This design comes from an exercise in tuning for small area on the open sky130 flow, not from production work. In this exercise RTL edits were held to simulation tests only and were not proved equivalent to the original. Power figures rest on the tool's default switching activity, not on a simulated workload.

==> inputs of build 64 <==
Design sector_reader, start of the top module:
module sector_reader (
  input  wire        clk,
  input  wire        rst,
  input  wire        cmd_valid,
  input  wire [2:0]  cmd_op,
  input  wire [7:0]  cmd_c,
  input  wire [7:0]  cmd_h,
  input  wire [7:0]  cmd_r,
  input  wire [7:0]  cmd_n,
  input  wire        stop,
  input  wire        mfm,
  input  wire        skip,
  input  wire [7:0]  gap,
  input  wire [1:0]  scan_cond,
  input  wire [7:0]  scan_byte,
  input  wire        scan_over,
  input  wire        sink_ovr,
  input  wire        poll,
  input  wire        bit_in,
  input  wire        index,
  input  wire        phys_ok,
  output wire        busy,
  output reg         data_valid,
  output wire [7:0]  data_byte,
  output reg         done,
  output reg  [3:0]  done_code,
  output reg         wrong_am,
  output wire [7:0]  id_c,
  output wire [7:0]  id_h,
  output wire [7:0]  id_r,
  output wire [7:0]  id_n,
  output wire [15:0] id_crc,
  output wire [7:0]  err_bits,
  output wire        cmp_match
);
export LEC_CHECK = 0
export CAP_MARGIN = 20
export CORE_MARGIN = 2
export CORE_UTILIZATION = 50
export PLACE_DENSITY = 0.65
export SLEW_MARGIN = 20
export BUFFER_PORTS_ARGS = -buffer_cell sky130_fd_sc_hd__buf_1
export CTS_ARGS = -sink_clustering_enable -repair_clock_nets -dont_use_dummy_load -buf_list sky130_fd_sc_hd__clkbuf_8
create_clock -name core_clock -period 8.0 [get_ports {clk}]
standard.sh (not shown) runs the stock make flow with config.mk's settings and CLKGATE_MAP_FILE= SYNTH_SCRIPT=/design/flow/synth_recipe.tcl, a recipe that flattens the netlist after the stock synthesis.
==> flow/flow/run.sh <==
#!/bin/bash
# Standard ORFS layout (the standard.sh, standard synthesis unchanged) with
# two layout choices: the port buffers are the smallest buffer cell, and clock
# tree synthesis uses smaller clock buffers without dummy loads.
set -euo pipefail
cat >> config.mk <<'EOC'
export BUFFER_PORTS_ARGS = -buffer_cell sky130_fd_sc_hd__buf_1
export CTS_ARGS = -sink_clustering_enable -repair_clock_nets -dont_use_dummy_load -buf_list sky130_fd_sc_hd__clkbuf_8
EOC
bash standard.sh finish > standard.log 2>&1
==> inputs of trial 68, as changes to build 64 <==
==> flow/design.v (replaced) <==
module crc16_ccitt_table (
  input  wire [15:0] crc,
  input  wire        d,
  input  wire        cmp,
  output wire [15:0] nxt,
  output wire        diff
);
  assign diff = crc[15] ^ d;
  wire   g    = diff & ~cmp;
  assign nxt  = {crc[14:12], crc[11] ^ g, crc[10:5], crc[4] ^ g, crc[3:0],
                 crc[15] ^ (d & ~cmp)};
endmodule
module sector_reader (
  input  wire        clk,
  input  wire        rst,
  input  wire        cmd_valid,
  input  wire [2:0]  cmd_op,
  input  wire [7:0]  cmd_c,
  input  wire [7:0]  cmd_h,
  input  wire [7:0]  cmd_r,
  input  wire [7:0]  cmd_n,
  input  wire        stop,
  input  wire        mfm,
  input  wire        skip,
  input  wire [7:0]  gap,
  input  wire [1:0]  scan_cond,
  input  wire [7:0]  scan_byte,
  input  wire        scan_over,
  input  wire        sink_ovr,
  input  wire        poll,
  input  wire        bit_in,
  input  wire        index,
  input  wire        phys_ok,
  output wire        busy,
  output reg         data_valid,
  output wire [7:0]  data_byte,
  output reg         done,
  output reg  [3:0]  done_code,
  output reg         wrong_am,
  output wire [7:0]  id_c,
  output wire [7:0]  id_h,
  output wire [7:0]  id_r,
  output wire [7:0]  id_n,
  output wire [15:0] id_crc,
  output wire [7:0]  err_bits,
  output wire        cmp_match
);
  localparam [2:0] PH_IDLE = 3'd0;
  localparam [2:0] PH_SNF  = 3'd1;
  localparam [2:0] PH_SPIN = 3'd2;
  localparam [2:0] PH_TAIL = 3'd3;    
  localparam [2:0] PH_FID  = 3'd4;
  localparam [2:0] PH_RID  = 3'd5;
  localparam [2:0] PH_FDA  = 3'd6;
  localparam [2:0] PH_DATA = 3'd7;    
  localparam [2:0] F_RD   = 3'd0;
  localparam [2:0] F_RDD  = 3'd1;
  localparam [2:0] F_VFY  = 3'd2;
  localparam [2:0] F_SCAN = 3'd3;
  localparam [2:0] F_RSID = 3'd4;
  localparam [2:0] F_RT   = 3'd5;
  localparam [3:0] SIG_FINISHREAD    = 4'd1;
  localparam [3:0] SIG_TRACKFINISH   = 4'd2;
  localparam [3:0] SIG_FINISHCOMPARE = 4'd3;
  localparam [3:0] SIG_SECTORID      = 4'd4;
  localparam [3:0] SIG_HEADERCRC     = 4'd6;
  localparam [3:0] SIG_DATACRC       = 4'd7;
  localparam [3:0] SIG_OVERRUN       = 4'd8;
  localparam [3:0] SIG_NOIDAM        = 4'd9;
  localparam [3:0] SIG_NODATAAM      = 4'd10;
  localparam [3:0] SIG_BADCYL        = 4'd11;
  localparam [3:0] SIG_WRONGCYL      = 4'd12;
  localparam [3:0] SIG_NOSECTOR      = 4'd13;
  localparam [2:0] CL_ID    = 3'd0;    
  localparam [2:0] CL_SRCH  = 3'd1;    
  localparam [2:0] CL_OVR   = 3'd2;    
  localparam [2:0] CL_NDA   = 3'd3;    
  localparam [2:0] CL_FIELD = 3'd4;    
  localparam [15:0] C_FM_IDAM  = 16'hEF21;
  localparam [15:0] C_FM_DAM   = 16'hBF84;
  localparam [15:0] C_FM_DDAM  = 16'h8FE7;
  localparam [15:0] C_MFM_IDAM = 16'hB230;
  localparam [15:0] C_MFM_DAM  = 16'hE295;
  localparam [15:0] C_MFM_DDAM = 16'hD2F6;
  reg [2:0]  ph;
  reg [2:0]  fam;
  reg [15:0] sh;           
  reg [15:0] crc;
  reg [31:0] idr;          
  reg [6:0]  cnt;          
  reg [1:0]  sync;         
  reg [1:0]  idx;          
  reg        idf;          
  reg        e0, e3, e4;   
  reg        bad;          
  reg        allsat;       
  reg        cy;           
  reg [2:0]  ph_n;
  reg [2:0]  fam_n;
  reg [15:0] sh_n;
  reg [15:0] crc_n;
  reg [31:0] idr_n;
  reg [6:0]  cnt_n;
  reg [1:0]  sync_n, idx_n;
  reg        idf_n, e0_n, e3_n, e4_n, bad_n, allsat_n, cy_n;
  reg        dv_n, dn_n, wam_n;
  reg [2:0]  cls, cls_n;
  assign busy      = (ph != PH_IDLE) && (ph != PH_SNF);
  assign data_byte = {sh[14], sh[12], sh[10], sh[8], sh[6], sh[4], sh[2], sh[0]};
  assign id_c      = idr[31:24];
  assign id_h      = idr[23:16];
  assign id_r      = idr[15:8];
  assign id_n      = idr[7:0];
  assign id_crc    = crc;
  assign err_bits  = {3'b000, e4, e3, 1'b0, bad, e0};
  assign cmp_match = allsat;
  wire [15:0] win = {sh[14:0], bit_in};
  wire [7:0]  dec = {sh[13], sh[11], sh[9], sh[7], sh[5], sh[3], sh[1], bit_in};
  wire        cin  = (cnt[3:0] == 4'd0) ? !(ph == PH_TAIL && sync == 2'd0) : cy;
  wire        bnd  = &cnt[3:0];            
  wire fm_idam  = (win == 16'hF57E);
  wire fm_dam   = (win == 16'hF56F);
  wire fm_ddam  = (win == 16'hF56A);
  wire m_sync   = (win == 16'h4489);
  wire m_idam   = (win == 16'h5554);
  wire m_dam    = (win == 16'h5545);
  wire m_ddam   = (win == 16'h554A);
  wire w_idam = mfm ? m_idam : fm_idam;
  wire w_dam  = mfm ? m_dam  : fm_dam;
  wire w_ddam = mfm ? m_ddam : fm_ddam;
  wire is_rt   = (fam == F_RT);
  wire is_rsid = (fam == F_RSID);
  wire is_rdd  = (fam == F_RDD);
  wire is_scan = (fam == F_SCAN);
  wire is_vfy  = (fam == F_VFY);
  always @(*) begin
    case (cls)
      CL_ID:    done_code = bad ? SIG_HEADERCRC : SIG_SECTORID;
      CL_SRCH:  done_code = !idf ? SIG_NOIDAM : e4 ? SIG_WRONGCYL :
                            e3 ? SIG_BADCYL : SIG_NOSECTOR;
      CL_OVR:   done_code = SIG_OVERRUN;
      CL_NDA:   done_code = SIG_NODATAAM;
      default:  done_code = is_rt ? SIG_TRACKFINISH : bad ? SIG_DATACRC :
                            is_scan ? SIG_FINISHCOMPARE : SIG_FINISHREAD;
    endcase
  end
  wire [15:0] crc_step;
  wire        crc_diff;
  wire        crc_cmp = (ph != PH_DATA) && !(ph == PH_RID && !cnt[6]);
  crc16_ccitt_table u_crc (
    .crc  (crc),
    .d    (bit_in),
    .cmp  (crc_cmp),
    .nxt  (crc_step),
    .diff (crc_diff)
  );
  wire scan_lt = (dec < scan_byte);
  wire scan_eq = (dec == scan_byte);
  reg  scan_sat;
  always @(*) begin
    if (&scan_byte)
      scan_sat = 1'b1;
    else if (scan_cond == 2'd0)
      scan_sat = scan_eq;
    else if (scan_cond == 2'd1)
      scan_sat = scan_lt | scan_eq;
    else
      scan_sat = ~scan_lt;
  end
  wire idb_mis = (dec != idr[31:24]);
  wire last_data = cin & idr[8];      
  wire [14:0] len_start;
  genvar gi;
  generate
    for (gi = 0; gi < 15; gi = gi + 1) begin : g_len
      if (gi < 7) begin : g_lo
        assign len_start[gi] = 1'b0;
      end else begin : g_hi
        assign len_start[gi] = (idr[3:0] <= gi - 7);
      end
    end
  endgenerate
  wire tail_end  = idr[17];            
  reg        cmd_ok, hit_w, hit_o, grid3;
  reg [2:0]  ph2;
  always @(*) begin
    ph_n     = ph;
    fam_n    = fam;
    sh_n     = sh;
    crc_n    = crc;
    idr_n    = idr;
    cnt_n    = poll ? cnt + 7'd1 : cnt;
    sync_n   = sync;
    idx_n    = idx;
    idf_n    = idf;
    e0_n     = e0;
    e3_n     = e3;
    e4_n     = e4;
    bad_n    = bad;
    allsat_n = allsat;
    cy_n     = cy;
    dv_n     = 1'b0;
    dn_n     = 1'b0;
    wam_n    = 1'b0;
    cls_n    = CL_SRCH;
    hit_w    = 1'b0;
    hit_o    = 1'b0;
    grid3    = 1'b0;
    ph2      = ph;
    cmd_ok = cmd_valid && !busy && (cmd_op != 3'd7) && (cmd_n[7:4] == 4'd0) &&
             (cmd_n[3:0] <= 4'd8);
    if (poll)
      sh_n = win;
    if (poll && cnt[0])
      crc_n = crc_step;
    if (stop) begin
      ph_n = PH_IDLE;
    end else if (cmd_ok) begin
      idr_n  = {cmd_c, cmd_h, cmd_r, cmd_n};
      case (cmd_op)
        3'd0:    fam_n = F_RD;
        3'd1:    fam_n = F_RDD;
        3'd2:    fam_n = F_VFY;
        3'd3:    fam_n = F_SCAN;
        3'd4:    fam_n = F_RSID;
        default: fam_n = F_RT;
      endcase
      sync_n = 2'd0;
      idx_n  = 2'd0;
      idf_n  = 1'b0;
      e0_n   = 1'b0;
      e3_n   = 1'b0;
      e4_n   = 1'b0;
      sh_n   = 16'd0;
      if (!phys_ok)
        ph_n = PH_SNF;
      else if (cmd_op == 3'd5)
        ph_n = PH_SPIN;
      else
        ph_n = PH_FID;
    end else if (poll) begin
      case (ph)
        PH_FID, PH_FDA: begin
          if (!mfm) begin
            grid3 = 1'b1;
          end else begin
            if (m_sync) begin
              cnt_n  = 7'd0;
              sync_n = (bnd && sync != 2'd0) ? ((sync == 2'd3) ? 2'd3 : sync + 2'd1) : 2'd1;
            end else if (bnd && sync != 2'd0) begin
              sync_n = 2'd0;
              grid3  = (sync == 2'd3);
            end
          end
          if (ph == PH_FID)
            hit_w = grid3 & w_idam;
          else begin
            hit_w = grid3 & (is_rdd ? w_ddam : w_dam);
            hit_o = grid3 & (is_rdd ? w_dam  : w_ddam);
          end
          if (hit_w || (hit_o && !skip)) begin
            cnt_n    = 7'd0;
            if (ph == PH_FDA)
              idr_n[23:8] = {1'b1, len_start};
            bad_n    = 1'b0;
            allsat_n = 1'b1;
            wam_n    = hit_o;
            ph2      = (ph == PH_FID) ? PH_RID : PH_DATA;
            if (ph == PH_FID)
              crc_n = mfm ? C_MFM_IDAM : C_FM_IDAM;
            else if (is_rdd ^ hit_o)
              crc_n = mfm ? C_MFM_DDAM : C_FM_DDAM;
            else
              crc_n = mfm ? C_MFM_DAM : C_FM_DAM;
          end else if (hit_o) begin
            ph2 = PH_FID;
          end
        end
        PH_RID: begin
          if (cnt[0] && cnt[6])
            bad_n = bad | crc_diff;
          if (bnd && !cnt[6]) begin
            idr_n = {idr[23:0], is_rsid ? dec : idr[31:24]};
            if (cnt[5:4] == 2'd0) begin
              sync_n   = {idb_mis & ~(&dec), idb_mis & (&dec)};
              allsat_n = 1'b1;
            end else if (!(cnt[5:4] == 2'd2 && is_rt)) begin
              allsat_n = allsat & ~idb_mis;
            end
          end
          if (bnd && cnt[6] && cnt[4]) begin
            sync_n = 2'd0;
            if (bad_n) begin
              if (is_rt) begin
                e0_n = 1'b1;
                ph2  = PH_FDA;
              end else if (is_rsid) begin
                ph2  = PH_FID;
              end else begin
                dn_n   = 1'b1;
                cls_n  = CL_ID;
                ph2    = PH_IDLE;
              end
            end else begin
              idf_n = 1'b1;
              if (is_rsid) begin
                dn_n   = 1'b1;
                cls_n  = CL_ID;
                ph2    = PH_IDLE;
              end else if (sync == 2'd0 && allsat) begin
                ph2 = PH_FDA;
              end else begin
                e3_n = e3 | sync[0];
                e4_n = e4 | sync[1];
                ph2  = PH_FID;
              end
            end
          end
        end
        PH_DATA: begin
          if (bnd) begin
            if (is_scan) begin
              if (scan_over) begin
                dn_n   = 1'b1;
                cls_n  = CL_OVR;
                ph2    = PH_IDLE;
              end else if (!scan_sat)
                allsat_n = 1'b0;
            end else if (!is_vfy) begin
              dv_n = 1'b1;
              if (sink_ovr) begin
                dn_n   = 1'b1;
                cls_n  = CL_OVR;
                ph2    = PH_IDLE;
              end
            end
            if (last_data) begin
              idr_n[16:8] = {1'b0, ~gap};
              if (ph2 != PH_IDLE)
                ph2 = PH_TAIL;
            end
          end
        end
        PH_TAIL: begin
          if (cnt[0] && !sync[1])
            bad_n = bad | crc_diff;
          if (bnd)
            sync_n = {sync[1] | sync[0], ~(sync[1] | sync[0])};
          if (bnd && tail_end) begin
            dn_n = 1'b1;
            ph2  = PH_IDLE;
            cls_n = CL_FIELD;
          end
        end
        default: ;
      endcase
      if (ph == PH_DATA || ph == PH_TAIL) begin
        if (!(ph == PH_DATA && bnd && last_data))
          idr_n[23:8] = {idr[8] ^ cin, idr[23:9]};
        cy_n = cin & idr[8];
      end
      if (index && idx != 2'd2)
        idx_n = idx + 2'd1;
      if (ph2 == PH_SPIN && idx_n == 2'd2) begin
        idx_n = 2'd0;
        sh_n  = 16'd0;
        ph2   = PH_FID;
      end
      ph_n = ph2;
      if (ph2 == PH_SNF) begin
        if (idx_n == 2'd2) begin
          dn_n   = 1'b1;
          ph_n   = PH_IDLE;
        end
      end else if (ph2 != PH_IDLE) begin
        if (!phys_ok || (idx_n == 2'd2 && (ph2 == PH_FID || ph2 == PH_RID || ph2 == PH_FDA))) begin
          dn_n = 1'b1;
          ph_n = PH_IDLE;
          if (ph2 == PH_FDA || ph2 == PH_DATA || ph2 == PH_TAIL)
            cls_n = CL_NDA;
        end
      end
    end
  end
  always @(posedge clk) begin
    if (rst) begin
      ph         <= PH_IDLE;
      data_valid <= 1'b0;
      done       <= 1'b0;
      wrong_am   <= 1'b0;
    end else begin
      ph         <= ph_n;
      data_valid <= dv_n;
      done       <= dn_n;
      wrong_am   <= wam_n;
    end
  end
  always @(posedge clk) begin
    fam       <= fam_n;
    sh        <= sh_n;
    crc       <= crc_n;
    idr       <= idr_n;
    cnt       <= cnt_n;
    sync      <= sync_n;
    idx       <= idx_n;
    idf       <= idf_n;
    e0        <= e0_n;
    e3        <= e3_n;
    e4        <= e4_n;
    bad       <= bad_n;
    allsat    <= allsat_n;
    cy        <= cy_n;
    cls       <= cls_n;
  end
endmodule
==> flow/flow/run.sh (replaced) <==
#!/bin/bash
# Standard ORFS layout (the standard.sh, standard synthesis unchanged) with
# these layout choices: the buffers that synthesis (ABC) inserted are removed
# at floorplan, the port buffers are the smallest buffer cell, and clock tree
# synthesis uses clkbuf_8 without dummy loads. The make output goes to
# standard.log; each ORFS step keeps its own log under orfs/logs.
set -euo pipefail
cat >> config.mk <<'EOC'
export REMOVE_ABC_BUFFERS = 1
export BUFFER_PORTS_ARGS = -buffer_cell sky130_fd_sc_hd__buf_1
export CTS_ARGS = -sink_clustering_enable -repair_clock_nets -dont_use_dummy_load -buf_list sky130_fd_sc_hd__clkbuf_8
EOC
bash standard.sh finish > standard.log 2>&1
- GPL_TIMING_DRIVEN: default -> 0
- REMOVE_ABC_BUFFERS: default -> 1
==> summary.txt <==
metric	build 64	trial 68
Synthesized netlist cell count	717	669
Wire length of the first global-routing pass	27.8 mm	28.5 mm
Area of all placed cells without fillers	7050 µm²	6520 µm²
Critical Path AT	4.46 ns	4.59 ns
Switching part of the total power	31.4%	35.4%
Multiplexer fraction of the synthesized cell area	3.03%	6.24%
Adder-Cell Fraction of Synth Area	2.36%	3.21%
Clock-pin transition on the worst setup and hold timing paths	0.07 ns	0.09 ns
Area of the die	13,600 µm²	12,600 µm²
Shortest clock period the worst path allows after layout	4.19 ns	4.35 ns
Pwr Total	1.22 mW	1.31 mW
Hold path endpoint	crc[15]	crc[9]
Fin cells	997	917
Share of post-route cells with drive strength above 1	5.21%	4.26%
Power density normalized to cell area	173 nW/µm²	201 nW/µm²
Status	timing/DRC/antenna clean	timing/DRC/antenna clean
GRT met3 Usage	5.56%	4.05%
GR Layer Usage met1	33.6%	40.7%
Minimum hold slack	0.551 ns	0.513 ns
Destination of the worst register-to-register timing path	cnt[3]	crc[11]

## what the ideal ports hide
In the flow no input, the clock included, has a driving cell. The finished layouts below were timed again as built, in two steps.
Step 1 assumes that a clkbuf_16 drives the clock port and a buf_2 every other input.
Step 2 moves the port delays by t, midway between the first and last clock arrival at a register: inputs arrive t later, outputs are due t later. That takes back most of the time a late clock gives input paths.
Three values: ideal, step 1, step 2; two values: the first two.
| run | t (ns) | slack for setup (ns) | slew at the worst register clock pin (ns) |
|---|---|---|---|
| build 64 | 0.424 | 3.810 / 3.826 / 3.401 | 0.11 / 0.11 |
| trial 68 | 0.410 | 3.653 / 3.667 / 3.257 | 0.09 / 0.09 |
After both steps setup and hold are still met in every run listed. The setup slack of build 64, which loses most, moves by +0.016 ns with the drivers and by -0.409 ns with both steps.
